From an optimization exercise on the open Yosys and OpenROAD flow, aimed at small area; shortcuts taken in it are not production practice. Function was checked by simulation only, so behaviour that the tests miss may differ from the original. No activity file was given, so power comes from the tool's default toggle rates.

==> flow/design.v <==
module topo_discovery (
    input  wire          clk,
    input  wire          rst,
    input  wire [15:0]   now,
    input  wire          hw_valid,
    input  wire [7:0]    hw_len,
    input  wire [23:0]   hw_data,
    input  wire          hr_valid,
    output reg  [7:0]    hr_data,
    output wire          sel_n,
    output reg           xf_valid,
    output wire [4:0]    xf_len,
    output wire [71:0]   xf_tx,
    input  wire [71:0]   xf_rx,
    output reg           irq_n
);
    localparam [2:0] S_READY  = 3'd0;
    localparam [2:0] S_PRE    = 3'd1;
    localparam [2:0] S_POST   = 3'd2;
    localparam [2:0] S_UPDATE = 3'd3;
    localparam [2:0] S_PACE   = 3'd4;
    localparam [2:0] S_FAULT  = 3'd5;
    localparam [1:0] B_IDLE   = 2'd0;
    localparam [1:0] B_ACTIVE = 2'd1;
    localparam [1:0] B_AWAIT  = 2'd2;
    localparam [1:0] B_AVAIL  = 2'd3;
    reg [13:0]  prev_now;
    reg [2:0]   st;
    reg         sf;             
    reg [3:0]   cnt;            
    reg         lz;             
    reg [4:0]   e_eng;          
    reg [15:0]  pace_dl;
    reg [63:0]  mask;
    reg [63:0]  bank_a;
    reg [63:0]  bank_b;
    reg         cur;            
    reg [111:0] qm;             
    reg [4:0]   wptr;           
    reg [4:0]   cptr;           
    reg [4:0]   rptr;
    reg         pend;           
    reg         upd;            
    reg         win;            
    reg         first;
    reg [4:0]   ptr;            
    reg [4:0]   lim;            
    reg [1:0]   br_state;
    reg         active;
    reg         armed;
    reg [7:0]   reply;
    reg [5:0]   e_br;           
    wire [13:0] delta = now[13:0] - prev_now;
    wire        open  = (delta != 14'd0);
    wire        dbig5 = |delta[13:5];
    wire        dbig6 = |delta[13:6];
    wire [5:0]  e_eng_sum = {1'b0, e_eng} + {1'b0, delta[4:0]};
    wire [4:0]  e_eng_cur = (dbig5 | e_eng_sum[5]) ? 5'd31 : e_eng_sum[4:0];
    wire [6:0]  e_br_sum  = {1'b0, e_br} + {1'b0, delta[5:0]};
    wire [5:0]  e_br_now  = (dbig6 | e_br_sum[6]) ? 6'd63 : e_br_sum[5:0];
    wire [15:0] pace_diff = now - pace_dl;
    wire        pace_exp  = ~pace_diff[15];
    wire [3:0] n_nodes = sf ? cnt : 4'd0;
    reg  [7:0] nvalid;              
    integer i;
    always @* begin
        for (i = 0; i < 8; i = i + 1)
            nvalid[i] = (i < n_nodes);
    end
    wire st_old = (st == S_POST) || (st == S_UPDATE);
    wire sbank  = cur ^ st_old;
    wire        upd_step = open && sf && (st == S_UPDATE);
    wire        commit   = upd || upd_step;
    wire [4:0]  lim_eff  = upd ? lim : {~rptr[4], rptr[3:0]};
    wire [4:0]  room     = lim_eff - wptr;
    wire [31:0] wa = win ? bank_a[63:32] : bank_a[31:0];
    wire [31:0] wb = win ? bank_b[63:32] : bank_b[31:0];
    wire [3:0]  wv = win ? nvalid[7:4] : nvalid[3:0];
    reg  [31:0] v;
    reg  [31:0] m1, m2, m3, m4;     
    reg  [4:0]  t;
    integer c, bt;
    always @* begin
        for (c = 0; c < 32; c = c + 1)
            v[c] = pend && wv[c/8] && (wa[c] ^ wb[c]) && (first || (c > ptr));
        t = 5'b00001;
        for (c = 0; c < 32; c = c + 1) begin
            t[4] = t[4] | (v[c] & t[3]);
            t[3] = t[3] | (v[c] & t[2]);
            t[2] = t[2] | (v[c] & t[1]);
            t[1] = t[1] | v[c];
            m1[c] = t[1]; m2[c] = t[2]; m3[c] = t[3]; m4[c] = t[4];
        end
    end
    reg [4:0] idx0, idx1, idx2, idx3;
    always @* begin
        idx0 = 5'd0; idx1 = 5'd0; idx2 = 5'd0; idx3 = 5'd0;
        for (bt = 4; bt >= 0; bt = bt - 1) begin
            idx0[bt] = ~m1[(idx0 >> (bt+1) << (bt+1)) | ((1 << bt) - 1)];
            idx1[bt] = ~m2[(idx1 >> (bt+1) << (bt+1)) | ((1 << bt) - 1)];
            idx2[bt] = ~m3[(idx2 >> (bt+1) << (bt+1)) | ((1 << bt) - 1)];
            idx3[bt] = ~m4[(idx3 >> (bt+1) << (bt+1)) | ((1 << bt) - 1)];
        end
    end
    wire nb0 = wa[idx0];
    wire nb1 = wa[idx1];
    wire nb2 = wa[idx2];
    wire nb3 = wa[idx3];
    wire [3:0] lv;                  
    assign lv[0] = t[1] && (room != 5'd0);
    assign lv[1] = t[2] && (room >  5'd1);
    assign lv[2] = t[3] && (room >  5'd2);
    assign lv[3] = t[4] && (room >  5'd3);
    wire [2:0] nlv = lv[3] ? 3'd4 : lv[2] ? 3'd3 : lv[1] ? 3'd2 : lv[0] ? 3'd1 : 3'd0;
    wire [4:0] ptr_take = lv[3] ? idx3 : lv[2] ? idx2 : lv[1] ? idx1 : idx0;
    wire       win_done = !t[4] && (lv == t[4:1]);
    wire       pend_k   = pend && !(win_done && win) &&
                          !(commit && room == {2'b00, nlv});
    wire [6:0] ev0 = {nb0 ^ cur, win, idx0};
    wire [6:0] ev1 = {nb1 ^ cur, win, idx1};
    wire [6:0] ev2 = {nb2 ^ cur, win, idx2};
    wire [6:0] ev3 = {nb3 ^ cur, win, idx3};
    reg [27:0] rot;
    integer j;
    always @* begin
        for (j = 0; j < 4; j = j + 1)
            case ((j - wptr[1:0]) & 2'd3)
                2'd0: rot[7*j +: 7] = ev0;
                2'd1: rot[7*j +: 7] = ev1;
                2'd2: rot[7*j +: 7] = ev2;
                default: rot[7*j +: 7] = ev3;
            endcase
    end
    wire [15:0] wdec = 16'd1 << wptr[3:0];
    wire [15:0] qwe  = ({16{lv[0]}} & wdec) |
                       ({16{lv[1]}} & {wdec[14:0], wdec[15]}) |
                       ({16{lv[2]}} & {wdec[13:0], wdec[15:14]}) |
                       ({16{lv[3]}} & {wdec[12:0], wdec[15:13]});
    wire       q_was_empty = (cptr == rptr);
    wire [6:0] q_head = (wptr == rptr) ? ev0 : qm[7*rptr[3:0] +: 7];
    wire [7:0] cmd      = hw_data[7:0];
    wire [7:0] node_arg = hw_data[15:8];
    wire w_count   = hw_valid && cmd == 8'h03 && hw_len >= 8'd1;
    wire w_mask    = hw_valid && cmd == 8'h05 && hw_len >= 8'd3 && node_arg < 8'd8;
    wire w_sensors = hw_valid && cmd == 8'h06 && hw_len >= 8'd2 && node_arg < 8'd8;
    wire w_on      = hw_valid && cmd == 8'h09 && hw_len >= 8'd1;
    wire w_off     = hw_valid && cmd == 8'h0A && hw_len >= 8'd1;
    wire [63:0] sbits = sbank ? bank_b : bank_a;
    wire [7:0]  sbyte = nvalid[node_arg[2:0]] ? sbits[8*node_arg[2:0] +: 8] : 8'hFF;
    reg [2:0]  st_n;
    reg        sf_n;
    reg [3:0]  cnt_n;
    reg        lz_n;
    reg [4:0]  e_eng_n;
    reg [15:0] pace_dl_n;
    reg [7:0]  mask_we;
    reg        mask_def;
    reg        exch;
    reg        pend_n, upd_n, win_n, first_n;
    reg [4:0]  ptr_n;
    reg [4:0]  wptr_n, cptr_n, rptr_n;
    reg [1:0]  br_state_n;
    reg        active_n, armed_n;
    reg [7:0]  reply_n;
    reg [5:0]  e_br_n;
    reg        irq_n_n;
    reg [7:0]  hr_data_n;
    reg        q_empty, pop;
    reg [7:0]  last_byte;
    always @* begin
        st_n = st; sf_n = sf; cnt_n = cnt; lz_n = lz; e_eng_n = e_eng_cur;
        pace_dl_n = pace_dl; mask_we = 8'd0; mask_def = 1'b0; exch = 1'b0;
        pend_n = pend_k; upd_n = commit; win_n = win; first_n = first;
        ptr_n = ptr; wptr_n = wptr; cptr_n = cptr; rptr_n = rptr;
        br_state_n = br_state; active_n = active; armed_n = armed;
        reply_n = reply; e_br_n = e_br_now; irq_n_n = irq_n; hr_data_n = hr_data;
        pop = 1'b0;
        last_byte = xf_rx[8*(cnt-4'd1) +: 8];
        if (w_count && !active) begin
            reply_n = {4'd0, n_nodes};
            armed_n = 1'b1;
        end
        if (w_mask)
            mask_we[node_arg[2:0]] = 1'b1;
        if (w_sensors && !active) begin
            reply_n = sbyte;
            armed_n = 1'b1;
        end
        if (w_on)  active_n = 1'b1;
        if (w_off) active_n = 1'b0;
        hr_data_n = reply_n;
        if (hr_valid) begin
            armed_n   = 1'b0;
            e_br_n    = 6'd0;
            if (q_was_empty)
                irq_n_n = 1'b1;
        end
        if (open) begin
            case (st)
                S_READY: begin
                    e_eng_n = 5'd0;
                    st_n    = S_PRE;
                end
                S_PRE: begin
                    if (e_eng_cur >= 5'd10) begin
                        exch    = 1'b1;
                        lz_n    = (last_byte == 8'h00);
                        e_eng_n = 5'd0;
                        st_n    = S_POST;
                    end
                end
                S_POST: begin
                    if (e_eng_cur >= 5'd20)
                        st_n = S_UPDATE;
                end
                S_UPDATE: begin
                    if (sf) begin
                        st_n = S_PACE;
                    end else if (lz) begin
                        if (cnt == 4'd1) begin
                            st_n = S_FAULT;
                        end else begin
                            cnt_n     = cnt - 4'd1;
                            sf_n      = 1'b1;
                            mask_def  = 1'b1;
                            pace_dl_n = now + 16'd50;
                            st_n      = S_PACE;
                        end
                    end else if (cnt <= 4'd8) begin
                        cnt_n = cnt + 4'd1;
                        st_n  = S_READY;
                    end else begin
                        st_n = S_FAULT;
                    end
                end
                S_PACE: begin
                    if (pace_exp) begin
                        pace_dl_n = now + 16'd50;
                        st_n      = S_READY;
                    end
                end
                default: ;
            endcase
        end
        wptr_n = wptr + {2'b00, nlv};
        if (nlv != 3'd0) begin
            first_n = 1'b0;
            ptr_n   = ptr_take;
        end
        if (win_done && !win) begin
            win_n   = 1'b1;
            first_n = 1'b1;
        end
        if (commit)
            cptr_n = wptr_n;
        if (exch && sf) begin         
            pend_n  = 1'b1;
            upd_n   = 1'b0;
            win_n   = 1'b0;
            first_n = 1'b1;
        end
        q_empty = (cptr_n == rptr);
        if (open) begin
            case (br_state)
                B_IDLE: begin
                    if (active_n) begin
                        br_state_n = B_ACTIVE;
                    end else if (armed_n) begin
                        e_br_n     = 6'd0;
                        br_state_n = B_AWAIT;
                    end
                end
                B_ACTIVE: begin
                    if (!active_n) begin
                        br_state_n = B_IDLE;
                    end else if (!q_empty) begin
                        pop        = 1'b1;
                        br_state_n = B_AVAIL;
                    end
                end
                B_AWAIT: begin
                    if (e_br_n >= 6'd50) begin
                        armed_n    = 1'b0;
                        reply_n    = 8'h00;
                        br_state_n = active_n ? B_ACTIVE : B_IDLE;
                    end
                end
                B_AVAIL: begin
                    if (e_br_n >= 6'd50) begin
                        armed_n    = 1'b0;
                        reply_n    = 8'h00;
                        br_state_n = B_ACTIVE;
                    end else if (!armed_n && !q_empty) begin
                        pop = 1'b1;
                    end
                end
            endcase
        end
        if (pop) begin
            reply_n = {q_head[6], 1'b0, q_head[5:0]};
            rptr_n  = rptr + 5'd1;
            armed_n = 1'b1;
            irq_n_n = 1'b0;
            e_br_n  = 6'd0;
        end
    end
    wire [7:0] mask_d = mask_def ? 8'h03 : sf ? hw_data[23:16] : 8'h00;
    assign sel_n  = (st != S_PRE);
    assign xf_len = {1'b0, cnt};
    assign xf_tx  = {8'h00, mask};
    always @(posedge clk) begin
        prev_now <= now[13:0];
        if (rst) begin
            st       <= S_READY;
            sf       <= 1'b0;
            cnt      <= 4'd1;
            xf_valid <= 1'b0;
            wptr     <= 5'd0;
            cptr     <= 5'd0;
            rptr     <= 5'd0;
            pend     <= 1'b0;
            upd      <= 1'b1;
            cur      <= 1'b0;
            br_state <= B_IDLE;
            active   <= 1'b0;
            armed    <= 1'b0;
            reply    <= 8'h00;
            irq_n    <= 1'b1;
        end else begin
            st       <= st_n;
            sf       <= sf_n;
            cnt      <= cnt_n;
            xf_valid <= exch;
            wptr     <= wptr_n;
            cptr     <= cptr_n;
            rptr     <= rptr_n;
            pend     <= pend_n;
            upd      <= upd_n;
            cur      <= cur ^ exch;
            br_state <= br_state_n;
            active   <= active_n;
            armed    <= armed_n;
            reply    <= reply_n;
            irq_n    <= irq_n_n;
        end
    end
    integer b, k;
    always @(posedge clk) begin
        lz      <= lz_n;
        e_eng   <= e_eng_n;
        pace_dl <= pace_dl_n;
        e_br    <= e_br_n;
        first   <= first_n;
        win     <= win_n;
        ptr     <= ptr_n;
        lim     <= lim_eff;
        hr_data <= hr_data_n;
        if (exch) begin
            if (cur) bank_a <= xf_rx[63:0];
            else     bank_b <= xf_rx[63:0];
        end
        for (b = 0; b < 8; b = b + 1)
            if ((mask_def && (b + 1 < cnt)) || !sf || mask_we[b])
                mask[8*b +: 8] <= mask_d;
        for (k = 0; k < 16; k = k + 1)
            if (qwe[k])
                qm[7*k +: 7] <= rot[7*(k%4) +: 7];
    end
endmodule
==> flow/flow/run.sh <==
#!/bin/bash
# Standard synthesis, then an area re-map of its combinational logic (same
# registers), then the standard layout with the smallest buffer on the ports.
set -euo pipefail
here=$(pwd)
res=$here/orfs/results/$FLOW_PLATFORM/topo_discovery/base

bash standard.sh synth > make_synth.log 2>&1

cp $res/1_2_yosys.v $here/1_2_yosys.standard.v
export REMAP_LIB=$FLOW_HOME/platforms/$FLOW_PLATFORM/lib/sky130_fd_sc_hd__tt_025C_1v80.lib
export REMAP_TOP=$FLOW_TOP
export REMAP_IN=$here/1_2_yosys.standard.v
export REMAP_OUT=$here/1_2_yosys.remap.v
export REMAP_SCRIPT=$here/flow/remap.abc
export REMAP_DONT_USE="$(sed -n '/DONT_USE_CELLS += /,/^#/p' $FLOW_HOME/platforms/$FLOW_PLATFORM/config.mk | grep -o 'sky130_fd_sc_hd__[a-z0-9_]*' | tr '\n' ' ')"
yosys -c flow/remap.tcl > yosys_remap.log 2>&1
cp $REMAP_OUT $res/1_2_yosys.v
rm -f $res/1_synth.odb $res/1_synth.sdc

bash standard.sh "BUFFER_PORTS_ARGS=-buffer_cell sky130_fd_sc_hd__buf_1" \
    "CTS_ARGS=-sink_clustering_enable -repair_clock_nets -dont_use_dummy_load -buf_list sky130_fd_sc_hd__clkbuf_16 -sink_clustering_size 24 -sink_clustering_max_diameter 120" \
    finish > make_finish.log 2>&1
==> flow/flow/remap.abc <==
strash; ifraig; scorr; dc2; strash; &get -n; &deepsyn -T 20; &dch -f; &nf -R 1000; &put
==> flow/flow/remap.tcl <==
# Re-map the combinational logic of the standard synthesis netlist for area.
# Flip-flops and tie cells are kept as they are (same instances, names and
# cell types); only the gates between them are re-synthesized by ABC.
yosys -import
set lib $::env(REMAP_LIB)
read_liberty -ignore_miss_func $lib
foreach m [list sky130_fd_sc_hd__*df* sky130_fd_sc_hd__*dl* sky130_fd_sc_hd__conb_1] {
    yosys blackbox $m
}
read_verilog $::env(REMAP_IN)
hierarchy -top $::env(REMAP_TOP)
flatten
opt -purge
set du {}
foreach c $::env(REMAP_DONT_USE) { lappend du -dont_use $c }
abc -liberty $lib {*}$du -script $::env(REMAP_SCRIPT)
opt_clean -purge
hilomap -singleton -hicell sky130_fd_sc_hd__conb_1 HI -locell sky130_fd_sc_hd__conb_1 LO
insbuf -buf sky130_fd_sc_hd__buf_4 A X
opt_clean -purge
stat -liberty $lib
write_verilog -noattr -noexpr -nohex -nodec $::env(REMAP_OUT)
==> flow/standard.sh <==
#!/bin/bash
# synth_recipe.tcl (not shown) runs the flow's synth.tcl, then flattens the netlist and writes it again
# the make line also repeats each setting of config.mk as NAME=value (left out here)
make -C /OpenROAD-flow-scripts/flow DESIGN_CONFIG=/design/flow/config.mk WORK_HOME=/design/flow/orfs CLKGATE_MAP_FILE= SYNTH_SCRIPT=/design/flow/synth_recipe.tcl "${@:-finish}"
==> flow/config.mk <==
export PLATFORM = sky130hd
export DESIGN_NAME = topo_discovery
export DESIGN_NICKNAME = topo_discovery
export VERILOG_FILES = /design/flow/design.v
export SDC_FILE = /design/flow/constraint.sdc
export NUM_CORES = 4
export LEC_CHECK = 0
export CAP_MARGIN = 20
export CORE_MARGIN = 2
export CORE_UTILIZATION = 30
export CTS_BUF_LIST = sky130_fd_sc_hd__clkbuf_4
export PLACE_DENSITY = 0.5
export SLEW_MARGIN = 20
==> flow/constraint.sdc <==
create_clock -name core_clock -period 100.0 [get_ports {clk}]
set_input_delay 20.0000 -clock core_clock [delete_from_list [all_inputs] [get_ports {clk}]]
set_output_delay 20.0000 -clock core_clock [all_outputs]
set_load 0.01 [all_outputs]
==> metrics.md, run 1 <==
| Metric | Value |
|---|---|
| CTS max path bufs | `3` |
| Worst path top cell family by delay | `adder cells` |
| RePlAce Congestion | `a little under 1` |
| Hold-fix buffers, CTS | `0` |
| First-pass GRT wire length | `about 120000 µm` |
| Final setup violation count | `0` |
| DP Worst Slack | `between 70 and 80 ns` |
| Slew margin rel. | `0.286` |
| DRC viols | `0` |
| Sink Count | `around 410` |
| Max frequency | `around 0.038 GHz` |
| Minimum clock period | `between 20 and 30 ns` |
| Vias in the first global route | `around 17000` |
| Maximum fanout along the worst path | `65` |
| Clk latency of the worst-skew pair | `0.56 ns` |
| Placeable Area | `between 0.06 and 0.07 mm²` |
| Nets | `between 2000 and 2500` |
| Core Util, Final | `0.345` |
| Chip Height | `between 200 and 300 µm` |
| Worst Path Arrival | `26.60 ns` |
| Multi-input gate area | `between 0.009 and 0.01 mm²` |
| CP max stage delay | `a little under 0.7 ns` |
| Avg Cell Area, Syn | `between 10 and 15 µm²` |
| Initial core utilization | `0.304` |
| Seq. cell area | `~0.011 mm²` |
| Number of vias per cell | `around 5.6` |
| CP Data Required Time | `approximately 100 ns` |
| Largest net degree at the start of global routing | `66` |
| Tcrit/Tclk final | `0.264` |
| CP Class | `in2reg` |
| Post-CTS Resized | `0` |
| Final Hold Viols | `0` |
| Total CTS buffers | `20` |
| CP Launch Type | `input port` |
| Worst-path clk slew | `~0.10 ns` |
| Slew @ Worst Pin | `~1.1 ns` |
| Maximum VDD drop | `roughly 0.014 mV` |
| Crit end category | `flip-flop` |
| Grt ovf | `0` |
| Synth warnings | `1` |
| WL/cell | `approximately 25 µm` |
| TritonCTS clock tree | `yes` |
| H-tree Lvls | `1` |
| FP Rows | `96` |
| Routed wire length | `just over 80000 µm` |
| DR pass1 iterations | `6` |
| Via count | `around 18000` |
| DR iter-0 viols | `between 1500 and 2000` |
| Post-CTS Setup Repair Bufs | `0` |
| IO buf count | `202` |
| Cell mode on critical path | `maj3_1` |
| Root buffer cell | `clkbuf_16` |
| Hold Path Class | `reg2reg` |
| Final slew viol count | `0` |
| Max-Cap Viols | `0` |
| PwrDens | `between 10 and 15 mW/mm²` |
| Status | `no timing/DRC/antenna violations` |
| Pleak | `8.02 nW` |
| Die area | `approximately 0.07 mm²` |
| RSZ-0062 raised after global routing | `false` |
| Slowest CP cell | `buf_4` |
| Post-DRT Antenna Nets | `0` |
| Final TNS setup | `0 ns` |
| P&R area growth vs syn | `13.4%` |
| Final worst slack | `about 74 ns` |
| DIE WIDTH | `268 µm` |
| Syn Inst Count | `slightly above 2000` |
| Fraction of layout cells with a size suffix above 1 | `0.0371` |
| HPWL Detailed | `roughly 61000 µm` |
| Final clock skew | `between 0.03 and 0.04 ns` |
| GRT Util Overall | `0.219` |
| # IOs | `between 200 and 250` |
| Fill cell count | `7024` |
| Initial antenna violation count | `4` |
| Buf/Inv on CP | `3` |
| Crit-path cells | `buf_1 -> clkinv_1 -> a22oi_1 -> a21oi_1 -> maj3_1 -> maj3_1 -> maj3_1 -> maj3_1 -> maj3_1 -> maj3_1 -> a21oi_1 -> o2bb2ai_1 -> maj3_1 -> maj3_1 -> maj3_1 -> maj3_1 -> maj3_1 -> xnor2_1 -> a21oi_1 -> and4_1 -> and2_2 -> buf_4` |
| Mapped Area | `0.0209 mm²` |
-- layout by cell type, fill, tap and decap left out, types with 7 or more instances in the layout --
cell         n
a211oi_1    14
nand2b_1    31
a222oi_1    24
conb_1       9
xnor2_1     80
clkinv_1    66
clkbuf_16   20
nand2_1    203
buf_4       53
buf_1      201
mux2i_1     48
nand3_1     34
maj3_1      20
o31ai_1      7
a31oi_1     20
o21a_1      12
or2_0       22
mux2_1      18
nor2_1     201
xor2_1      49
dfxtp_1     79
a21o_1       9
o221ai_1    10
o21ai_0    116
o22ai_1     39
a21oi_1    200
and2_0      32
a22oi_1     77
nor3_1      75
a221oi_1    22
and3_1       8
nor4_1      20
edfxtp_1   326
o211ai_1    18
nor2b_1     30
or3_1        8
-- power breakdown --
| group | switching [mW] | internal (mW) | leakage, nW |
|---|---|---|---|
| clock network | 0.0514 | 0.0360 | 0.246 |
| logic | 0.0294 | 0.0144 | 3.84 |
| registers | 0.00498 | 0.189 | 3.93 |
-- per-stage QoR --
stage          total power [mW]  std cells  cell area (µm²)  hold slack [ns]
6_report                  0.326       3221            23800            0.489
5_1_grt                   0.337       3220            23700            0.512
4_1_cts                   0.327       3220            23700            0.489
3_5_place_dp              0.241       3200            23200            0.476
3_3_place_gp              0.241       3200            23200            0.460
2_1_floorplan             0.223       2027            21000            0.446
-- flip-flops by register name, summed over array words and instances, names as in the netlist, 6 cells and up --
| name | flops |
|---|---|
| bank_b | 64 |
| qm | 112 |
| pace_dl | 16 |
| hr_data | 8 |
| reply | 8 |
| bank_a | 64 |
| mask | 64 |
| prev_now | 14 |
| e_br | 6 |
-- area by class of cell --
cell class	count	share of cell area
Sequential cell	406	0.480
Multi-Input combinational cell	1542	0.391
Tap cell	931	0.0490
Timing Repair Buffer	255	0.0487
Clock buffer	20	0.0211
Inverter	66	0.0104
Antenna cell	1	0.000105
-- layer usage --
layer | up-vias | wire length [µm] | part of all wire | track usage
li1 | 8203 | - | - | -
met1 | 8845 | 33800 | 0.42 | 0.288
met2 | 859 | 37300 | 0.46 | 0.358
met3 | 183 | 5770 | 0.072 | 0.0339
met4 | 6 | 3660 | 0.045 | 0.0926
met5 | - | 34 | 0.00042 | 0
-- worst paths after layout --
check / start / end / slack, ns / depth (start not counted)
max: now[1] / bank_a[35] / 73.56 / 22
min: br_state[0] / br_state[0] / 0.49 / 2
max reg2reg: win / qm[13] / 85.58 / 50
min reg2reg: br_state[0] / br_state[0] / 0.49 / 2
-- worst register-to-register path: cells and delay by family, from the launching register on --
family / cells / cell delay [ns]
xor+xnor: 1 / 0.28
compound gates: 27 / 8.74
buf+inv: 4 / 0.90
flops: 1 / 0.80
simple gates: 18 / 3.48
==> inputs of run 2 (changes only) <==
--- a/flow/design.v
+++ b/flow/design.v
@@ -149,2 +149,9 @@
     wire [7:0]  sbyte = nvalid[node_arg[2:0]] ? sbits[8*node_arg[2:0] +: 8] : 8'hFF;
+    reg [15:0] rx_zero;
+    integer z;
+    always @* begin
+        rx_zero = 16'd0;
+        for (z = 1; z <= 9; z = z + 1)
+            rx_zero[z] = (xf_rx[8*(z-1) +: 8] == 8'h00);
+    end
     reg [2:0]  st_n;
@@ -168,3 +175,2 @@
     reg        q_empty, pop;
-    reg [7:0]  last_byte;
     always @* begin
@@ -177,3 +183,2 @@
         pop = 1'b0;
-        last_byte = xf_rx[8*(cnt-4'd1) +: 8];
         if (w_count && !active) begin
@@ -206,3 +211,3 @@
                         exch    = 1'b1;
-                        lz_n    = (last_byte == 8'h00);
+                        lz_n    = rx_zero[cnt];
                         e_eng_n = 5'd0;
--- a/flow/flow/remap.tcl
+++ b/flow/flow/remap.tcl
@@ -17,2 +17,5 @@
 opt_clean -purge
+# a second pass on the mapped gates finds a little more
+abc -liberty $lib {*}$du -script $::env(REMAP_SCRIPT)
+opt_clean -purge
 hilomap -singleton -hicell sky130_fd_sc_hd__conb_1 HI -locell sky130_fd_sc_hd__conb_1 LO
--- a/flow/config.mk
+++ b/flow/config.mk
@@ -7,3 +7,3 @@
 export LEC_CHECK = 0
-export CAP_MARGIN = 20
+export CAP_MARGIN = 5
 export CORE_MARGIN = 2
@@ -12,2 +12,2 @@
 export PLACE_DENSITY = 0.5
-export SLEW_MARGIN = 20
+export SLEW_MARGIN = 5
==> metrics.md, run 2 <==
| Metric | Value |
|---|---|
| Reg power frac | `0.561 (was 0.597)` |
| Clk latency of the worst-skew pair | `0.57 ns (was 0.56 ns)` |
| Minimum clock period | `25.44 ns (was 26.44 ns)` |
| # IOs | `212 (unchanged)` |
| Slew margin rel. | `0.175 (was 0.286)` |
| Worst-path clk slew | `0.10 ns (about the same)` |
| Hold-fix buffers, CTS | `0 (unchanged)` |
| DR iter-0 viols | `2056 (was 1650)` |
| Most frequent cells in the layout | `326 x edfxtp_1, 203 x nand2_1, 201 x buf_1 (was 326 x edfxtp_1, 203 x nand2_1, 201 x nor2_1, 201 x buf_1, 200 x a21oi_1)` |
| Sink Count | `406 (unchanged)` |
| Max frequency | `0.0393 GHz (was 0.0378 GHz)` |
| Slowest CP cell | `or4_1 (was buf_4)` |
| Post-CTS Setup Repair Bufs | `0 (unchanged)` |
| Cell area after layout | `0.0237 mm² (was 0.0238 mm²)` |
| Hold Path Class | `reg2reg (unchanged)` |
| Largest net degree at the start of global routing | `70 (was 66)` |
| Crit-path cells | `buf_1 -> xor2_1 -> nor2_1 -> a21oi_1 -> nor3_1 -> or3_1 -> o21a_1 -> maj3_1 -> o21ai_0 -> o211ai_1 -> nor2b_1 -> nand2_1 -> or4_1 -> and2_0 -> a21o_1 -> mux2i_1 -> xnor2_1 -> nor4_1 -> nor2_1 -> nand2b_1 -> nor2b_1 -> a21boi_0 -> a221o_1 (was buf_1 -> clkinv_1 -> a22oi_1 -> a21oi_1 -> maj3_1 -> maj3_1 -> maj3_1 -> maj3_1 -> maj3_1 -> maj3_1 -> a21oi_1 -> o2bb2ai_1 -> maj3_1 -> maj3_1 -> maj3_1 -> maj3_1 -> maj3_1 -> xnor2_1 -> a21oi_1 -> and4_1 -> and2_2 -> buf_4)` |
| CP max stage delay | `0.75 ns (was 0.69 ns)` |
| Maximum VDD drop | `0.0115 mV (was 0.0136 mV)` |
| DR pass1 iterations | `8 (was 6)` |
| Maximum fanout along the worst path | `13 (was 65)` |
| Post-CTS Resized | `0 (unchanged)` |
| Seq. cell area | `0.0114 mm² (unchanged)` |
| First-pass GRT wire length | `116000 µm (was 117000 µm)` |
| CP Data Required Time | `100.52 ns (was 100.16 ns)` |
| CP Class | `in2reg (unchanged)` |
| RR Startpoint | `win (unchanged)` |
| FP Rows | `97 (was 96)` |
| IO buf count | `202 (unchanged)` |
| Final setup violation count | `0 (unchanged)` |
| CP Launch Type | `input port (unchanged)` |
| Synth warnings | `1 (unchanged)` |
| Root buffer cell | `clkbuf_16 (unchanged)` |
| Number of vias per cell | `5.63 (was 5.62)` |
| CTS max path bufs | `3 (unchanged)` |
| Combinational Power Share | `0.206 (was 0.134)` |
| Commonest non-fill, non-tap cell in the layout | `edfxtp_1 (unchanged)` |
| Worst R2R Setup Slack | `86.09 ns (was 85.58 ns)` |
| Pleak | `8.07 nW (was 8.02 nW)` |
| Initial core utilization | `0.302 (was 0.304)` |
| Max-Cap Viols | `0 (unchanged)` |
| Hold Startpoint | `br_state[0] (unchanged)` |
| Final TNS setup | `0 ns (unchanged)` |
| Initial antenna violation count | `0 (was 4)` |
| DRC viols | `0 (unchanged)` |
| Routed wire length | `80100 µm (was 80600 µm)` |
| Total CTS buffers | `20 (unchanged)` |
| Crit end category | `flip-flop (unchanged)` |
| Sw Ratio | `0.313 (was 0.263)` |
| Vias in the first global route | `17400 (about the same)` |
| Multi-input gate area | `0.00937 mm² (was 0.00928 mm²)` |
| Max reg flops | `112 (unchanged)` |
| Post-DRT Antenna Nets | `0 (unchanged)` |
| Total power | `0.379 mW (was 0.326 mW)` |
| Hold Path Sink | `br_state[0] (unchanged)` |
| Ant. Diodes | `0 (was 1)` |
| Total internal power | `0.260 mW (was 0.240 mW)` |
| DP Worst Slack | `73.96 ns (was 72.98 ns)` |
| Crit path launch | `now[1] (unchanged)` |
| Largest Register | `qm (unchanged)` |
| Final slew viol count | `0 (unchanged)` |
| Tcrit/Tclk final | `0.254 (was 0.264)` |
| HPWL Detailed | `61700 µm (was 61400 µm)` |
| Worst reg2reg path endpoint | `reply[5] (was qm[13])` |
| Fill cell count | `7179 (was 7024)` |
| Status | `no timing/DRC/antenna violations (unchanged)` |
| PwrDens | `16.0 mW/mm² (was 13.7 mW/mm²)` |
| GRT Util Overall | `0.217 (was 0.219)` |
| Clock power frac | `0.234 (was 0.268)` |
| Chip Height | `269 µm (was 268 µm)` |
| Slew @ Worst Pin | `1.23 ns (was 1.07 ns)` |
| Final worst slack | `74.56 ns (was 73.56 ns)` |
| Final clock skew | `0.0510 ns (was 0.0351 ns)` |
| RSZ-0062 raised after global routing | `false (unchanged)` |
| Via count | `18100 (about the same)` |
| Die area | `0.0722 mm² (was 0.0719 mm²)` |
| Grt ovf | `0 (unchanged)` |
| WL/cell | `24.9 µm (was 25.0 µm)` |
| NetSw | `0.119 mW (was 0.0858 mW)` |
| R2R depth | `46 (was 50)` |
| Placeable Area | `0.0697 mm² (was 0.0688 mm²)` |
| TritonCTS clock tree | `yes (unchanged)` |
| Worst Path Arrival | `25.97 ns (was 26.60 ns)` |
| RePlAce Congestion | `0.946 (was 0.962)` |
| Nets | `2397 (was 2415)` |
| Avg Cell Area, Syn | `10.4 µm² (about the same)` |
| H-tree Lvls | `1 (unchanged)` |
| P&R area growth vs syn | `12.9% (was 13.4%)` |
| Final Hold Viols | `0 (unchanged)` |
| Hold path cells | `2 (unchanged)` |
| Syn Inst Count | `2012 (was 2019)` |
| Mapped Area | `0.0210 mm² (was 0.0209 mm²)` |
| DP Area | `0.0232 mm² (about the same)` |
| Fraction of layout cells with a size suffix above 1 | `0.0299 (was 0.0371)` |
| DIE WIDTH | `269 µm (was 268 µm)` |
-- run 2: cell types whose count changed in the layout (fill, tap and decap cells not counted), moves of 11 or more --
cell | previous run | this run
a21oi_1 | 200 | 181
buf_4 | 53 | 42
nor3_1 | 75 | 51
a22oi_1 | 77 | 60
a22o_1 | 6 | 20
-- run 2: per-layer routing --
| layer | up-vias | global-route usage | wire [µm] |
|---|---|---|---|
| li1 | 8213 | - | - |
| met1 | 8974 | 0.307 | 35500 |
| met2 | 760 | 0.353 | 37200 |
| met3 | 132 | 0.0206 | 4800 |
| met4 | 0 | 0.0647 | 2560 |
| met5 | - | 0 | 0 |
-- run 2: worst max path at each step --
stage,endpoint,cells after the start,slack [ns]
final,reply[5],23,74.56
after global routing,reply[5],24,74.00
after CTS,reply[5],23,74.52
after detailed placement,reply[5],23,73.96
after global placement,reply[5],23,74.35
after floorplan,bank_b[0],15,74.06
-- run 2: critical path, delay by kind of cell --
| family | cells | cell delay (ns) |
|---|---|---|
| buffers and inverters | 1 | 0.26 |
| muxes | 1 | 0.25 |
| adders and majority gates | 1 | 0.38 |
| xor gates and xnor gates | 2 | 0.51 |
| AOI/OAI and AO/OA | 7 | 1.42 |
| and+or+nand+nor | 11 | 3.11 |
-- run 2: per-stage QoR --
step                utilization  hold WS [ns]  instances
CTS                       0.341         0.508       3211
detailed placement        0.333         0.482       3191
finish                    0.341         0.510       3211
floorplan                     -         0.447       2020
global placement          0.333         0.479       3191
global route              0.341         0.531       3211
-- run 2: layout make-up --
class	instances	area share
Timing Repair Buffer	244	0.0453
Inverter	57	0.00902
Tap cell	940	0.0496
Multi-Input combinational cell	1544	0.395
Sequential cell	406	0.480
Clock buffer	20	0.0211
-- run 2: power by group through the flow --
stage / Sequential [mW] / Clock, mW / Combinational [mW]
after floorplan: 0.213 / 0 / 0.0462
after global routing: 0.214 / 0.0962 / 0.0833
after global placement: 0.216 / 0 / 0.0758
after CTS: 0.212 / 0.0911 / 0.0766
after detailed placement: 0.216 / 0 / 0.0762
final: 0.212 / 0.0886 / 0.0779
==> inputs of run 3 (changes only) <==
--- a/flow/design.v
+++ b/flow/design.v
@@ -314,3 +314,3 @@
     assign xf_len = {1'b0, cnt};
-    assign xf_tx  = {8'h00, mask};
+    assign xf_tx  = {mask[7:0], mask};
     always @(posedge clk) begin
==> metrics.md, run 3 <==
| Metric | Value |
|---|---|
| Max-Cap Viols | `0 (unchanged)` |
| Largest Register | `qm (unchanged)` |
| Number of vias per cell | `5.62 (was 5.63)` |
| Initial core utilization | `0.302 (about the same)` |
| DIE WIDTH | `269 µm (about the same)` |
| IO buf count | `210 (was 202)` |
| Mapped Area | `0.0211 mm² (was 0.0210 mm²)` |
| FP Rows | `97 (unchanged)` |
| Cell area after layout | `0.0238 mm² (was 0.0237 mm²)` |
| Final setup violation count | `0 (unchanged)` |
| # IOs | `212 (unchanged)` |
| Avg Cell Area, Syn | `10.4 µm² (about the same)` |
| Commonest non-fill, non-tap cell in the layout | `edfxtp_1 (unchanged)` |
| Syn Inst Count | `2020 (was 2012)` |
| Max frequency | `0.0394 GHz (was 0.0393 GHz)` |
| Core Util, Final | `0.340 (was 0.341)` |
| RSZ-0062 raised after global routing | `false (unchanged)` |
| RePlAce Congestion | `0.957 (was 0.946)` |
| Total power | `0.378 mW (was 0.379 mW)` |
| Post-CTS Resized | `0 (unchanged)` |
| Worst-path clk slew | `0.11 ns (was 0.10 ns)` |
| Vias in the first global route | `17500 (was 17400)` |
| Final clock skew | `0.0582 ns (was 0.0510 ns)` |
| First-pass GRT wire length | `116000 µm (about the same)` |
| Die area | `0.0724 mm² (was 0.0722 mm²)` |
| Hold Path Class | `reg2reg (unchanged)` |
| Root buffer cell | `clkbuf_16 (unchanged)` |
| Hold WS | `0.502 ns (was 0.510 ns)` |
| Nets | `2401 (was 2397)` |
| Final worst slack | `74.61 ns (was 74.56 ns)` |
| Clk latency of the worst-skew pair | `0.58 ns (was 0.57 ns)` |
| DR pass1 iterations | `7 (was 8)` |
| PwrDens | `15.9 mW/mm² (was 16.0 mW/mm²)` |
| Pleak | `8.07 nW (about the same)` |
| Post-DRT Antenna Nets | `0 (unchanged)` |
| Grt ovf | `0 (unchanged)` |
| Crit end category | `flip-flop (unchanged)` |
| Status | `no timing/DRC/antenna violations (unchanged)` |
| DRC viols | `0 (unchanged)` |
| Maximum fanout along the worst path | `13 (unchanged)` |
| CP Launch Type | `input port (unchanged)` |
| DP Worst Slack | `74.08 ns (was 73.96 ns)` |
| Fraction of layout cells with a size suffix above 1 | `0.0316 (was 0.0299)` |
| DP Area | `0.0233 mm² (was 0.0232 mm²)` |
| TritonCTS clock tree | `yes (unchanged)` |
| Initial antenna violation count | `1 (was 0)` |
| Most frequent cells in the layout | `326 x edfxtp_1, 209 x buf_1, 203 x nand2_1 (was 326 x edfxtp_1, 203 x nand2_1, 201 x buf_1)` |
| Final non-filler cell total | `3215 (was 3211)` |
| HPWL Detailed | `61000 µm (was 61700 µm)` |
| CP Data Required Time | `100.52 ns (about the same)` |
| Minimum clock period | `25.39 ns (was 25.44 ns)` |
| Largest net degree at the start of global routing | `76 (was 70)` |
| Slew margin rel. | `0.133 (was 0.175)` |
| Placed Cells | `3195 (was 3191)` |
| Fill cell count | `7104 (was 7179)` |
| Post-CTS Setup Repair Bufs | `0 (unchanged)` |
| Sink Count | `406 (unchanged)` |
| WL/cell | `24.7 µm (was 24.9 µm)` |
| Hold-fix buffers, CTS | `0 (unchanged)` |
| Slew @ Worst Pin | `1.30 ns (was 1.23 ns)` |
| Chip Height | `269 µm (about the same)` |
| P&R area growth vs syn | `12.7% (was 12.9%)` |
| Maximum VDD drop | `0.0149 mV (was 0.0115 mV)` |
| Via count | `18100 (about the same)` |
| Worst Path Arrival | `25.91 ns (was 25.97 ns)` |
| Final Hold Viols | `0 (unchanged)` |
| Final TNS setup | `0 ns (unchanged)` |
| Final slew viol count | `0 (unchanged)` |
| H-tree Lvls | `1 (unchanged)` |
| Placeable Area | `0.0698 mm² (was 0.0697 mm²)` |
| Ant. Diodes | `0 (unchanged)` |
| DR iter-0 viols | `2034 (was 2056)` |
| Max reg flops | `112 (unchanged)` |
| Tcrit/Tclk final | `0.254 (about the same)` |
| GRT Util Overall | `0.211 (was 0.217)` |
| CP Class | `in2reg (unchanged)` |
| Total CTS buffers | `20 (unchanged)` |
| Routed wire length | `79400 µm (was 80100 µm)` |
| CTS max path bufs | `3 (unchanged)` |
| Synth warnings | `1 (unchanged)` |
[run 3: layout make-up]
cell class	count	area, µm²	area share
Sequential cell	406	11400	0.480
Multi-Input combinational cell	1536	9340	0.393
Tap cell	940	1180	0.0495
Timing Repair Buffer	256	1130	0.0478
Clock buffer	20	500	0.0211
Inverter	57	214	0.00901
[run 3: per-layer routing]
layer	up-vias	routed length, µm	GRT usage
li1	8234	-	-
met1	8884	34200	0.293
met2	795	36800	0.342
met3	141	5560	0.0254
met4	0	2860	0.0726
met5	-	0	0
[run 3: power by group]
part           internal, mW  leakage, nW  switching [mW]  total [mW]
Sequential            0.200         3.93          0.0122       0.212
Clock                0.0360        0.246          0.0521      0.0881
Combinational        0.0246         3.89          0.0532      0.0778
Total                 0.261         8.07           0.118       0.378
[run 3: final timing paths]
kind	start	to	slack [ns]	cells past startpoint
setup / recovery	now[1]	reply[5]	74.61	23
hold / removal	br_state[0]	br_state[0]	0.50	2
setup reg to reg	win	reply[5]	86.39	46
hold reg to reg	br_state[0]	br_state[0]	0.50	2
[run 3: critical path, cell delays in order]
cell,delay [ns]
buf_1,0.26
xor2_1,0.34
nor2_1,0.09
a21oi_1,0.15
nor3_1,0.08
or3_1,0.33
o21a_1,0.14
maj3_1,0.38
o21ai_0,0.23
o211ai_1,0.17
nor2b_1,0.21
nand2_1,0.13
or4_1,0.75
and2_0,0.30
a21o_1,0.29
mux2i_1,0.26
xnor2_1,0.15
nor4_1,0.09
nor2_1,0.46
nand2b_1,0.20
nor2b_1,0.42
a21boi_0,0.31
a221o_1,0.15
==> inputs of run 4 (changes only) <==
--- a/flow/flow/run.sh
+++ b/flow/flow/run.sh
@@ -21,3 +21,3 @@
 bash standard.sh "BUFFER_PORTS_ARGS=-buffer_cell sky130_fd_sc_hd__buf_1" \
-    "CTS_ARGS=-sink_clustering_enable -repair_clock_nets -dont_use_dummy_load -buf_list sky130_fd_sc_hd__clkbuf_16 -sink_clustering_size 24 -sink_clustering_max_diameter 120" \
+    "CTS_ARGS=-sink_clustering_enable -repair_clock_nets -dont_use_dummy_load -buf_list sky130_fd_sc_hd__clkbuf_16 -sink_clustering_size 28 -sink_clustering_max_diameter 80" \
     finish > make_finish.log 2>&1
--- a/flow/config.mk
+++ b/flow/config.mk
@@ -9,5 +9,5 @@
 export CORE_MARGIN = 2
-export CORE_UTILIZATION = 30
+export CORE_UTILIZATION = 55
 export CTS_BUF_LIST = sky130_fd_sc_hd__clkbuf_4
-export PLACE_DENSITY = 0.5
+export PLACE_DENSITY = 0.75
 export SLEW_MARGIN = 5
==> metrics.md, run 4 <==
| Metric | Value |
|---|---|
| CP Launch Type | `input port (unchanged)` |
| DIE WIDTH | `200 µm (was 269 µm)` |
| P&R area growth vs syn | `9.73% (was 12.7%)` |
| CP Depth | `23 (unchanged)` |
| Chip Height | `200 µm (was 269 µm)` |
| Status | `no timing/DRC/antenna violations (unchanged)` |
| # IOs | `212 (unchanged)` |
| Mapped Area | `0.0211 mm² (unchanged)` |
| IO buf count | `210 (unchanged)` |
| DRC viols | `0 (unchanged)` |
| Final slew viol count | `0 (unchanged)` |
| FP Rows | `71 (was 97)` |
| Die area | `0.0399 mm² (was 0.0724 mm²)` |
| Fraction of layout cells with a size suffix above 1 | `0.0261 (was 0.0316)` |
| Post-CTS Setup Repair Bufs | `0 (unchanged)` |
| Total CTS buffers | `20 (unchanged)` |
| PwrDens | `16.2 mW/mm² (was 15.9 mW/mm²)` |
| Hold Path Class | `reg2reg (unchanged)` |
| Root buffer cell | `clkbuf_16 (unchanged)` |
| Seq. cell area | `0.0114 mm² (unchanged)` |
| Commonest non-fill, non-tap cell in the layout | `edfxtp_1 (unchanged)` |
| Crit-path cells | `buf_1 -> xor2_1 -> nor2_1 -> a21oi_1 -> nor3_1 -> or3_1 -> o21a_1 -> maj3_1 -> o21ai_0 -> o211ai_1 -> nor2b_1 -> nand2_1 -> or4_1 -> and2_0 -> a21o_1 -> mux2i_1 -> xnor2_1 -> nor4_1 -> nor2_1 -> nand2b_1 -> nor2b_1 -> a21boi_0 -> a221o_1 (unchanged)` |
| Minimum clock period | `25.40 ns (was 25.39 ns)` |
| TritonCTS clock tree | `yes (unchanged)` |
| Ant. Diodes | `0 (unchanged)` |
| RePlAce Congestion | `1.06 (was 0.957)` |
| Worst reg2reg path endpoint | `reply[5] (unchanged)` |
| Maximum VDD drop | `0.0196 mV (was 0.0149 mV)` |
| Worst-path clk slew | `0.10 ns (was 0.11 ns)` |
| Initial antenna violation count | `2 (was 1)` |
| Vias in the first global route | `17100 (was 17500)` |
| Worst R2R Setup Slack | `86.20 ns (was 86.39 ns)` |
| Max-Cap Viols | `0 (unchanged)` |
| Crit end category | `flip-flop (unchanged)` |
| First-pass GRT wire length | `103000 µm (was 116000 µm)` |
| Pleak | `8.01 nW (was 8.07 nW)` |
| DR pass1 iterations | `7 (unchanged)` |
| Maximum fanout along the worst path | `13 (unchanged)` |
| Routed wire length | `70200 µm (was 79400 µm)` |
| Final clock skew | `0.0396 ns (was 0.0582 ns)` |
| Largest net degree at the start of global routing | `66 (was 76)` |
| DR iter-0 viols | `2820 (was 2034)` |
| Worst path top cell family by delay | `simple AND/OR/NAND/NOR gates (unchanged)` |
| Syn Inst Count | `2020 (unchanged)` |
| Avg Cell Area, Syn | `10.4 µm² (unchanged)` |
| GRT Util Overall | `0.347 (was 0.211)` |
| Placeable Area | `0.0377 mm² (was 0.0698 mm²)` |
| CP Class | `in2reg (unchanged)` |
| Fill cell count | `3185 (was 7104)` |
| Slew @ Worst Pin | `1.33 ns (was 1.30 ns)` |
| Hold-fix buffers, CTS | `0 (unchanged)` |
| HPWL Detailed | `52600 µm (was 61000 µm)` |
| Tcrit/Tclk final | `0.254 (about the same)` |
| CTS max path bufs | `3 (unchanged)` |
| Final setup violation count | `0 (unchanged)` |
| Slowest CP cell | `or4_1 (unchanged)` |
| Hold WS | `0.498 ns (was 0.502 ns)` |
| Initial core utilization | `0.560 (was 0.302)` |
| Sink Count | `406 (unchanged)` |
| Synth warnings | `1 (unchanged)` |
| CP Data Required Time | `100.51 ns (was 100.52 ns)` |
| RSZ-0062 raised after global routing | `false (unchanged)` |
| Most frequent cells in the layout | `326 x edfxtp_1, 210 x buf_1, 203 x nand2_1 (was 326 x edfxtp_1, 209 x buf_1, 203 x nand2_1)` |
| Crit path launch | `now[1] (unchanged)` |
| Slew margin rel. | `0.111 (was 0.133)` |
| Nets | `2390 (was 2401)` |
| Worst Path Arrival | `25.91 ns (about the same)` |
| H-tree Lvls | `1 (unchanged)` |
| Buf/Inv on CP | `1 (unchanged)` |
| R2R depth | `45 (was 46)` |
| Core Util, Final | `0.614 (was 0.340)` |
| WL/cell | `25.3 µm (was 24.7 µm)` |
| Crit path to | `reply[5] (unchanged)` |
| Number of vias per cell | `6.73 (was 5.62)` |
| RR Startpoint | `win (unchanged)` |
| CP max stage delay | `0.73 ns (was 0.75 ns)` |
| Post-DRT Antenna Nets | `0 (unchanged)` |
| Cell area after layout | `0.0231 mm² (was 0.0238 mm²)` |
| Grt ovf | `0 (unchanged)` |
| Via count | `18700 (was 18100)` |
| Largest Register | `qm (unchanged)` |
| Clk latency of the worst-skew pair | `0.57 ns (was 0.58 ns)` |
| Max reg flops | `112 (unchanged)` |
| Final TNS setup | `0 ns (unchanged)` |
| Max frequency | `0.0394 GHz (about the same)` |
| Multi-input gate area | `0.00934 mm² (about the same)` |
| Final Hold Viols | `0 (unchanged)` |
| Post-CTS Resized | `0 (unchanged)` |
| DP Area | `0.0226 mm² (was 0.0233 mm²)` |
==> run 4: cell type report <==
| cell class | instances | share of cell area |
|---|---|---|
| clock buffers | 20 | 0.0216 |
| repair buffers | 245 | 0.0454 |
| inverters | 57 | 0.00925 |
| multi-input cells | 1536 | 0.404 |
| flip-flops and latches | 406 | 0.493 |
| well taps | 511 | 0.0276 |
==> run 4: worst min path at each step <==
stage | startpoint | end | slack, ns | cells past startpoint
2_1_floorplan | lim[3] | lim[3] | 0.45 | 2
3_5_place_dp | lim[1] | lim[1] | 0.49 | 2
6_report | br_state[0] | br_state[0] | 0.50 | 2
5_1_grt | reply[6] | hr_data[6] | 0.51 | 2
4_1_cts | reply[6] | hr_data[6] | 0.50 | 2
3_3_place_gp | lim[1] | lim[1] | 0.47 | 2
==> run 4: per-layer routing <==
layer / share of wire / global-route usage / up-vias
met4: 0.053 / 0.167 / 4
met2: 0.44 / 0.525 / 1307
met3: 0.12 / 0.0680 / 251
li1: - / - / 8216
met1: 0.39 / 0.484 / 8889
met5: 0.00038 / 0 / -
==> run 4: metrics by stage <==
step	cells	setup slack [ns]	power [mW]
after floorplan	2020	74.06	0.259
after global placement	2755	74.50	0.286
after detailed placement	2755	74.14	0.288
after CTS	2775	74.68	0.371
after global routing	2775	74.22	0.385
final	2775	74.60	0.374
==> run 4: power by group <==
| part | switching, mW | total (mW) | internal, mW |
|---|---|---|---|
| registers | 0.0126 | 0.213 | 0.200 |
| clock network | 0.0502 | 0.0861 | 0.0359 |
| logic | 0.0511 | 0.0754 | 0.0243 |
| total | 0.114 | 0.374 | 0.260 |
==> run 4: worst reg2reg max path: cells and delay by family (launching register included) <==
kind                   cells  cell delay (ns)
DFF                        1             0.79
buffers and inverters      2             0.42
and+or+nand+nor           22             5.93
AOI/OAI and AO/OA         21             6.65
==> inputs of run 5 (changes only) <==
--- a/flow/design.v
+++ b/flow/design.v
@@ -32,3 +32,3 @@
     reg [4:0]   e_eng;          
-    reg [15:0]  pace_dl;
+    reg [15:0]  pace_e;         
     reg [63:0]  mask;
@@ -60,4 +60,4 @@
     wire [5:0]  e_br_now  = (dbig6 | e_br_sum[6]) ? 6'd63 : e_br_sum[5:0];
-    wire [15:0] pace_diff = now - pace_dl;
-    wire        pace_exp  = ~pace_diff[15];
+    wire [15:0] pace_cur  = pace_e + {2'b00, delta};
+    wire        pace_exp  = ~pace_cur[15];
     wire [3:0] n_nodes = sf ? cnt : 4'd0;
@@ -161,3 +161,3 @@
     reg [4:0]  e_eng_n;
-    reg [15:0] pace_dl_n;
+    reg [15:0] pace_e_n;
     reg [7:0]  mask_we;
@@ -177,3 +177,3 @@
         st_n = st; sf_n = sf; cnt_n = cnt; lz_n = lz; e_eng_n = e_eng_cur;
-        pace_dl_n = pace_dl; mask_we = 8'd0; mask_def = 1'b0; exch = 1'b0;
+        pace_e_n = pace_cur; mask_we = 8'd0; mask_def = 1'b0; exch = 1'b0;
         pend_n = pend_k; upd_n = commit; win_n = win; first_n = first;
@@ -230,3 +230,3 @@
                             mask_def  = 1'b1;
-                            pace_dl_n = now + 16'd50;
+                            pace_e_n  = -16'd50;
                             st_n      = S_PACE;
@@ -242,3 +242,3 @@
                     if (pace_exp) begin
-                        pace_dl_n = now + 16'd50;
+                        pace_e_n  = -16'd50;
                         st_n      = S_READY;
@@ -355,3 +355,3 @@
         e_eng   <= e_eng_n;
-        pace_dl <= pace_dl_n;
+        pace_e  <= pace_e_n;
         e_br    <= e_br_n;
==> flow/flow/remap.abc (replaced) <==
strash; ifraig; scorr; dc2; strash; &get -n; &deepsyn -T 60; &dch -f; &nf -R 1000; &put
==> metrics.md, run 5 <==
| Metric | Value |
|---|---|
| Largest net degree at the start of global routing | `66 (unchanged)` |
| CP max stage delay | `0.70 ns (was 0.73 ns)` |
| Post-CTS Setup Repair Bufs | `0 (unchanged)` |
| RePlAce Congestion | `0.999 (was 1.06)` |
| Multi-input gate area | `0.00927 mm² (was 0.00934 mm²)` |
| Post-DRT Antenna Nets | `0 (unchanged)` |
| Placed Cells | `2789 (was 2755)` |
| R2R depth | `47 (was 45)` |
| Final non-filler cell total | `2809 (was 2775)` |
| Mapped Area | `0.0209 mm² (was 0.0211 mm²)` |
| Initial antenna violation count | `0 (was 2)` |
| IO buf count | `208 (was 210)` |
| First-pass GRT wire length | `102000 µm (was 103000 µm)` |
| FP Rows | `71 (unchanged)` |
| Final slew viol count | `0 (unchanged)` |
| Ant. Diodes | `0 (unchanged)` |
| Pleak | `7.92 nW (was 8.01 nW)` |
| DR iter-0 viols | `2279 (was 2820)` |
| Final setup violation count | `0 (unchanged)` |
| P&R area growth vs syn | `9.93% (was 9.73%)` |
| Commonest non-fill, non-tap cell in the layout | `edfxtp_1 (unchanged)` |
| Crit end category | `flip-flop (unchanged)` |
| DRC viols | `0 (unchanged)` |
| Vias in the first global route | `16700 (was 17100)` |
| Tcrit/Tclk final | `0.269 (was 0.254)` |
| Clk latency of the worst-skew pair | `0.58 ns (was 0.57 ns)` |
| Nets | `2424 (was 2390)` |
| Max-Cap Viols | `0 (unchanged)` |
| H-tree Lvls | `1 (unchanged)` |
| Fill cell count | `3241 (was 3185)` |
| CP Data Required Time | `100.42 ns (was 100.51 ns)` |
| Chip Height | `199 µm (was 200 µm)` |
| Maximum fanout along the worst path | `8 (was 13)` |
| Fraction of layout cells with a size suffix above 1 | `0.0279 (was 0.0261)` |
| DR pass1 iterations | `6 (was 7)` |
| Initial core utilization | `0.557 (was 0.560)` |
| Most frequent cells in the layout | `310 x edfxtp_1, 229 x nor2_1, 220 x nand2_1 (was 326 x edfxtp_1, 210 x buf_1, 203 x nand2_1)` |
| RSZ-0062 raised after global routing | `false (unchanged)` |
| Max frequency | `0.0372 GHz (was 0.0394 GHz)` |
| Final clock skew | `0.0705 ns (was 0.0396 ns)` |
| WL/cell | `24.9 µm (was 25.3 µm)` |
| Number of vias per cell | `6.50 (was 6.73)` |
| Die area | `0.0395 mm² (was 0.0399 mm²)` |
| Routed wire length | `70100 µm (was 70200 µm)` |
| TritonCTS clock tree | `yes (unchanged)` |
| HPWL Detailed | `53100 µm (was 52600 µm)` |
| Avg Cell Area, Syn | `10.2 µm² (was 10.4 µm²)` |
| Seq. cell area | `0.0112 mm² (was 0.0114 mm²)` |
| Placeable Area | `0.0375 mm² (was 0.0377 mm²)` |
| CTS max path bufs | `3 (unchanged)` |
| Cell mode on critical path | `nor2_1` |
| Largest Register | `qm (unchanged)` |
| Max reg flops | `112 (unchanged)` |
| Sink Count | `406 (unchanged)` |
| Root buffer cell | `clkbuf_16 (unchanged)` |
| Final Hold Viols | `0 (unchanged)` |
| # IOs | `212 (unchanged)` |
| Status | `no timing/DRC/antenna violations (unchanged)` |
| Total CTS buffers | `20 (unchanged)` |
| Hold Path Class | `reg2reg (unchanged)` |
| Synth warnings | `1 (unchanged)` |
| Post-CTS Resized | `0 (unchanged)` |
| Slowest CP cell | `o21ai_0 (was or4_1)` |
| Grt ovf | `0 (unchanged)` |
| PwrDens | `15.3 mW/mm² (was 16.2 mW/mm²)` |
| Final TNS setup | `0 ns (unchanged)` |
| Maximum VDD drop | `0.0179 mV (was 0.0196 mV)` |
| Final worst slack | `73.14 ns (was 74.60 ns)` |
| CP Launch Type | `input port (unchanged)` |
| Hold-fix buffers, CTS | `0 (unchanged)` |
| Worst-path clk slew | `0.09 ns (was 0.10 ns)` |
| Via count | `18300 (was 18700)` |
| Worst Path Arrival | `27.28 ns (was 25.91 ns)` |
| DIE WIDTH | `199 µm (was 200 µm)` |
| Minimum clock period | `26.86 ns (was 25.40 ns)` |
| CP Class | `in2reg (unchanged)` |
| Slew margin rel. | `0.176 (was 0.111)` |
| Slew @ Worst Pin | `1.24 ns (was 1.33 ns)` |
| GRT Util Overall | `0.350 (was 0.347)` |
| DP Worst Slack | `72.72 ns (was 74.14 ns)` |
| Syn Inst Count | `2053 (was 2020)` |
| Hold path cells | `2 (unchanged)` |
[run 5: final cells by class]
cell class              count  area share
clock buffers              20      0.0218
flip-flops and latches    406       0.489
well taps                 511      0.0279
repair buffers            246      0.0465
inverters                  65      0.0106
multi-input cells        1561       0.404
[run 5: stage by stage]
step	instance area (µm²)	power (mW)	hold slack, ns	utilization
after floorplan	20900	0.249	0.440	-
after global placement	22500	0.266	0.453	0.599
after detailed placement	22500	0.269	0.464	0.599
after CTS	23000	0.352	0.486	0.612
after global routing	23000	0.365	0.509	0.612
final	23000	0.352	0.485	0.612
[run 5: final timing paths]
kind,slack (ns),from,endpoint
worst max-delay path,73.14,now[0],reply[4]
worst min-delay path,0.48,lim[3],lim[3]
worst min register to register,0.48,lim[3],lim[3]
worst max register to register,86.65,win,reply[4]
[run 5: worst max-delay path: cells and delay by family]
family,cells,cell delay [ns]
xor+xnor,2,0.27
buf+inv,3,0.47
simple gates,17,2.46
compound gates,18,4.08
[run 5: where the power goes]
part	switching, mW	internal, mW
clock network	0.0497	0.0359
registers	0.00769	0.194
logic	0.0399	0.0250
[run 5: layer usage]
| metal | vias up | GRT usage | part of all wire | routed length [µm] |
|---|---|---|---|---|
| met1 | 8805 | 0.499 | 0.41 | 28700 |
| li1 | 8235 | - | - | - |
| met4 | 0 | 0.126 | 0.036 | 2530 |
| met3 | 138 | 0.0507 | 0.10 | 7250 |
| met2 | 1094 | 0.548 | 0.45 | 31600 |
| met5 | - | 0 | 0 | 0 |
==> inputs of run 6 (changes only) <==
--- a/flow/flow/remap.tcl
+++ b/flow/flow/remap.tcl
@@ -17,3 +17,5 @@
 opt_clean -purge
-# a second pass on the mapped gates finds a little more
+# further passes on the mapped gates find a little more
+abc -liberty $lib {*}$du -script $::env(REMAP_SCRIPT)
+opt_clean -purge
 abc -liberty $lib {*}$du -script $::env(REMAP_SCRIPT)
==> metrics.md, run 6 <==
| Metric | Value |
|---|---|
| Placeable Area | `0.0376 mm² (was 0.0375 mm²)` |
| RePlAce Congestion | `1.03 (was 0.999)` |
| Commonest non-fill, non-tap cell in the layout | `edfxtp_1 (unchanged)` |
| Final clock skew | `0.0675 ns (was 0.0705 ns)` |
| Largest Register | `qm (unchanged)` |
| Max reg flops | `112 (unchanged)` |
| DP Worst Slack | `72.08 ns (was 72.72 ns)` |
| CTS max path bufs | `3 (unchanged)` |
| DR iter-0 viols | `2668 (was 2279)` |
| DIE WIDTH | `199 µm (about the same)` |
| Crit end category | `flip-flop (unchanged)` |
| DR pass1 iterations | `6 (unchanged)` |
| Worst reg2reg path endpoint | `reply[2] (was reply[4])` |
| IO buf count | `208 (unchanged)` |
| CP max stage delay | `0.64 ns (was 0.70 ns)` |
| Maximum VDD drop | `0.0218 mV (was 0.0179 mV)` |
| Grt ovf | `0 (unchanged)` |
| CP Launch Type | `input port (unchanged)` |
| Tcrit/Tclk final | `0.275 (was 0.269)` |
| Final worst slack | `72.52 ns (was 73.14 ns)` |
| Post-DRT Antenna Nets | `0 (unchanged)` |
| Max-Cap Viols | `0 (unchanged)` |
| Initial core utilization | `0.556 (was 0.557)` |
| R2R depth | `47 (unchanged)` |
| DRC viols | `0 (unchanged)` |
| Placed Cells | `2786 (was 2789)` |
| First-pass GRT wire length | `104000 µm (was 102000 µm)` |
| CP Class | `in2reg (unchanged)` |
| Mapped Area | `0.0209 mm² (about the same)` |
| Combinational Power Share | `0.197 (was 0.185)` |
| Reg power frac | `0.565 (was 0.572)` |
| Root buffer cell | `clkbuf_16 (unchanged)` |
| Final Hold Viols | `0 (unchanged)` |
| RSZ-0062 raised after global routing | `false (unchanged)` |
| Final slew viol count | `0 (unchanged)` |
| Chip Height | `199 µm (about the same)` |
| Post-CTS Resized | `0 (unchanged)` |
| Pleak | `8.09 nW (was 7.92 nW)` |
| Hold Path Sink | `pace_e[5] (was lim[3])` |
| Worst-path clk slew | `0.10 ns (was 0.09 ns)` |
| Sw Ratio | `0.279 (was 0.276)` |
| TritonCTS clock tree | `yes (unchanged)` |
| Worst R2R Setup Slack | `84.78 ns (was 86.65 ns)` |
| Core Util, Final | `0.613 (was 0.612)` |
| Syn Inst Count | `2043 (was 2053)` |
| Total internal power | `0.257 mW (was 0.255 mW)` |
| Final TNS setup | `0 ns (unchanged)` |
| Fill cell count | `3111 (was 3241)` |
| CP Data Required Time | `100.50 ns (was 100.42 ns)` |
| Total power | `0.357 mW (was 0.352 mW)` |
| Avg Cell Area, Syn | `10.2 µm² (about the same)` |
| WL/cell | `25.2 µm (was 24.9 µm)` |
| Final setup violation count | `0 (unchanged)` |
| Worst Path Arrival | `27.99 ns (was 27.28 ns)` |
| Hold-fix buffers, CTS | `0 (unchanged)` |
| Status | `no timing/DRC/antenna violations (unchanged)` |
| Largest net degree at the start of global routing | `66 (unchanged)` |
| GRT Util Overall | `0.353 (was 0.350)` |
| Multi-input gate area | `0.00926 mm² (was 0.00927 mm²)` |
| Clk latency of the worst-skew pair | `0.56 ns (was 0.58 ns)` |
| RR Startpoint | `win (unchanged)` |
| Routed wire length | `70700 µm (was 70100 µm)` |
| Hold Path Class | `reg2reg (unchanged)` |
| Max frequency | `0.0364 GHz (was 0.0372 GHz)` |
| PwrDens | `15.5 mW/mm² (was 15.3 mW/mm²)` |
| P&R area growth vs syn | `10.3% (was 9.93%)` |
| # IOs | `212 (unchanged)` |
| Initial antenna violation count | `0 (unchanged)` |
| Fraction of layout cells with a size suffix above 1 | `0.0327 (was 0.0279)` |
| Slew @ Worst Pin | `1.24 ns (about the same)` |
| H-tree Lvls | `1 (unchanged)` |
| Hold path cells | `1 (was 2)` |
| Die area | `0.0396 mm² (was 0.0395 mm²)` |
| Slowest CP cell | `a21oi_1 (was o21ai_0)` |
| Sink Count | `406 (unchanged)` |
| Final non-filler cell total | `2806 (was 2809)` |
| NetSw | `0.0997 mW (was 0.0973 mW)` |
| Clock power frac | `0.238 (was 0.243)` |
| Synth warnings | `1 (unchanged)` |
| FP Rows | `71 (unchanged)` |
| Number of vias per cell | `6.55 (was 6.50)` |
| Nets | `2421 (was 2424)` |
| HPWL Detailed | `53200 µm (was 53100 µm)` |
| Seq. cell area | `0.0112 mm² (unchanged)` |
| Vias in the first global route | `16900 (was 16700)` |
| DP Area | `0.0225 mm² (about the same)` |
| Total CTS buffers | `20 (unchanged)` |
| Maximum fanout along the worst path | `9 (was 8)` |
| Cell mode on critical path | `a21oi_1 (was nor2_1)` |
| Slew margin rel. | `0.174 (was 0.176)` |
| Cell area after layout | `0.0230 mm² (about the same)` |
| Hold Startpoint | `pace_e[5] (was lim[3])` |
| Ant. Diodes | `0 (unchanged)` |
| Post-CTS Setup Repair Bufs | `0 (unchanged)` |
| Most frequent cells in the layout | `310 x edfxtp_1, 221 x nand2_1, 212 x nor2_1 (was 310 x edfxtp_1, 229 x nor2_1, 220 x nand2_1)` |
| Minimum clock period | `27.48 ns (was 26.86 ns)` |
| Hold WS | `0.476 ns (was 0.485 ns)` |
| Via count | `18400 (was 18300)` |
==> run 6: worst max-delay path by stage <==
stage,startpoint,end,slack [ns],cells after the start
after global placement,now[0],reply[2],72.31,37
after detailed placement,now[0],reply[2],72.08,37
after floorplan,now[0],bank_b[0],72.12,29
after CTS,now[0],reply[2],72.64,37
final,now[0],reply[2],72.52,37
after global routing,now[0],reply[2],72.01,37
==> run 6: metal layers <==
layer / share of wire / global-route usage
met4: 0.044 / 0.147
met1: 0.41 / 0.511
met2: 0.44 / 0.531
met5: 0 / 0
met3: 0.11 / 0.0526
==> run 6: power groups by stage <==
stage,clock network [mW],registers [mW],logic (mW)
floorplan,0,0.205,0.0475
global placement,0,0.205,0.0663
detailed placement,0,0.205,0.0685
CTS,0.0849,0.202,0.0692
global route,0.0901,0.203,0.0767
finish,0.0851,0.202,0.0703
==> run 6: critical path, delay by kind of cell <==
family / cells / cell delay, ns
fa+ha+maj: 3 / 1.21
compound gates: 15 / 2.97
xor+xnor: 1 / 0.30
simple gates: 16 / 3.17
buf+inv: 2 / 0.31
==> run 6: area by class of cell <==
class,count,area share
flip-flops and latches,406,0.487
multi-input cells,1538,0.402
repair buffers,253,0.0485
well taps,511,0.0277
clock buffers,20,0.0217
inverters,78,0.0127

separate check: timing with driven ports:
No port has a modelled driver above. Below, the same layouts with a new extraction and two added sets of constraints. Step 1, drivers: a clkbuf_16 drives clk and a buf_2 each remaining input, both assumed. Step 2 times the ports against the registers' clock, not the clock port: input delays grow and output delays shrink by t, the midpoint of the rising clock arrivals with the driver on. Three values: no drivers, after step 1, after step 2; two values: the first two.
run	shift t [ns]	slack for setup (ns)	worst setup path after step 2	worst register clock-pin slew, ns	worst slew at a driven data input, ns
run 1	0.603	73.558 / 73.588 / 72.986	input to register	0.10 / 0.10	0.08
run 2	0.611	74.557 / 74.594 / 73.983	input to register	0.11 / 0.11	0.07
run 3	0.613	74.612 / 74.646 / 74.034	input to register	0.11 / 0.11	0.08
run 4	0.603	74.605 / 74.633 / 74.029	input to register	0.11 / 0.11	0.05
run 5	0.601	73.141 / 73.165 / 72.564	input to register	0.11 / 0.11	0.04
run 6	0.584	72.515 / 72.542 / 71.958	input to register	0.11 / 0.11	0.05
After both steps setup and hold are still met in every run listed. For run 3, which loses most, drivers alone change the setup slack by +0.034 ns; drivers and shift together by -0.578 ns.
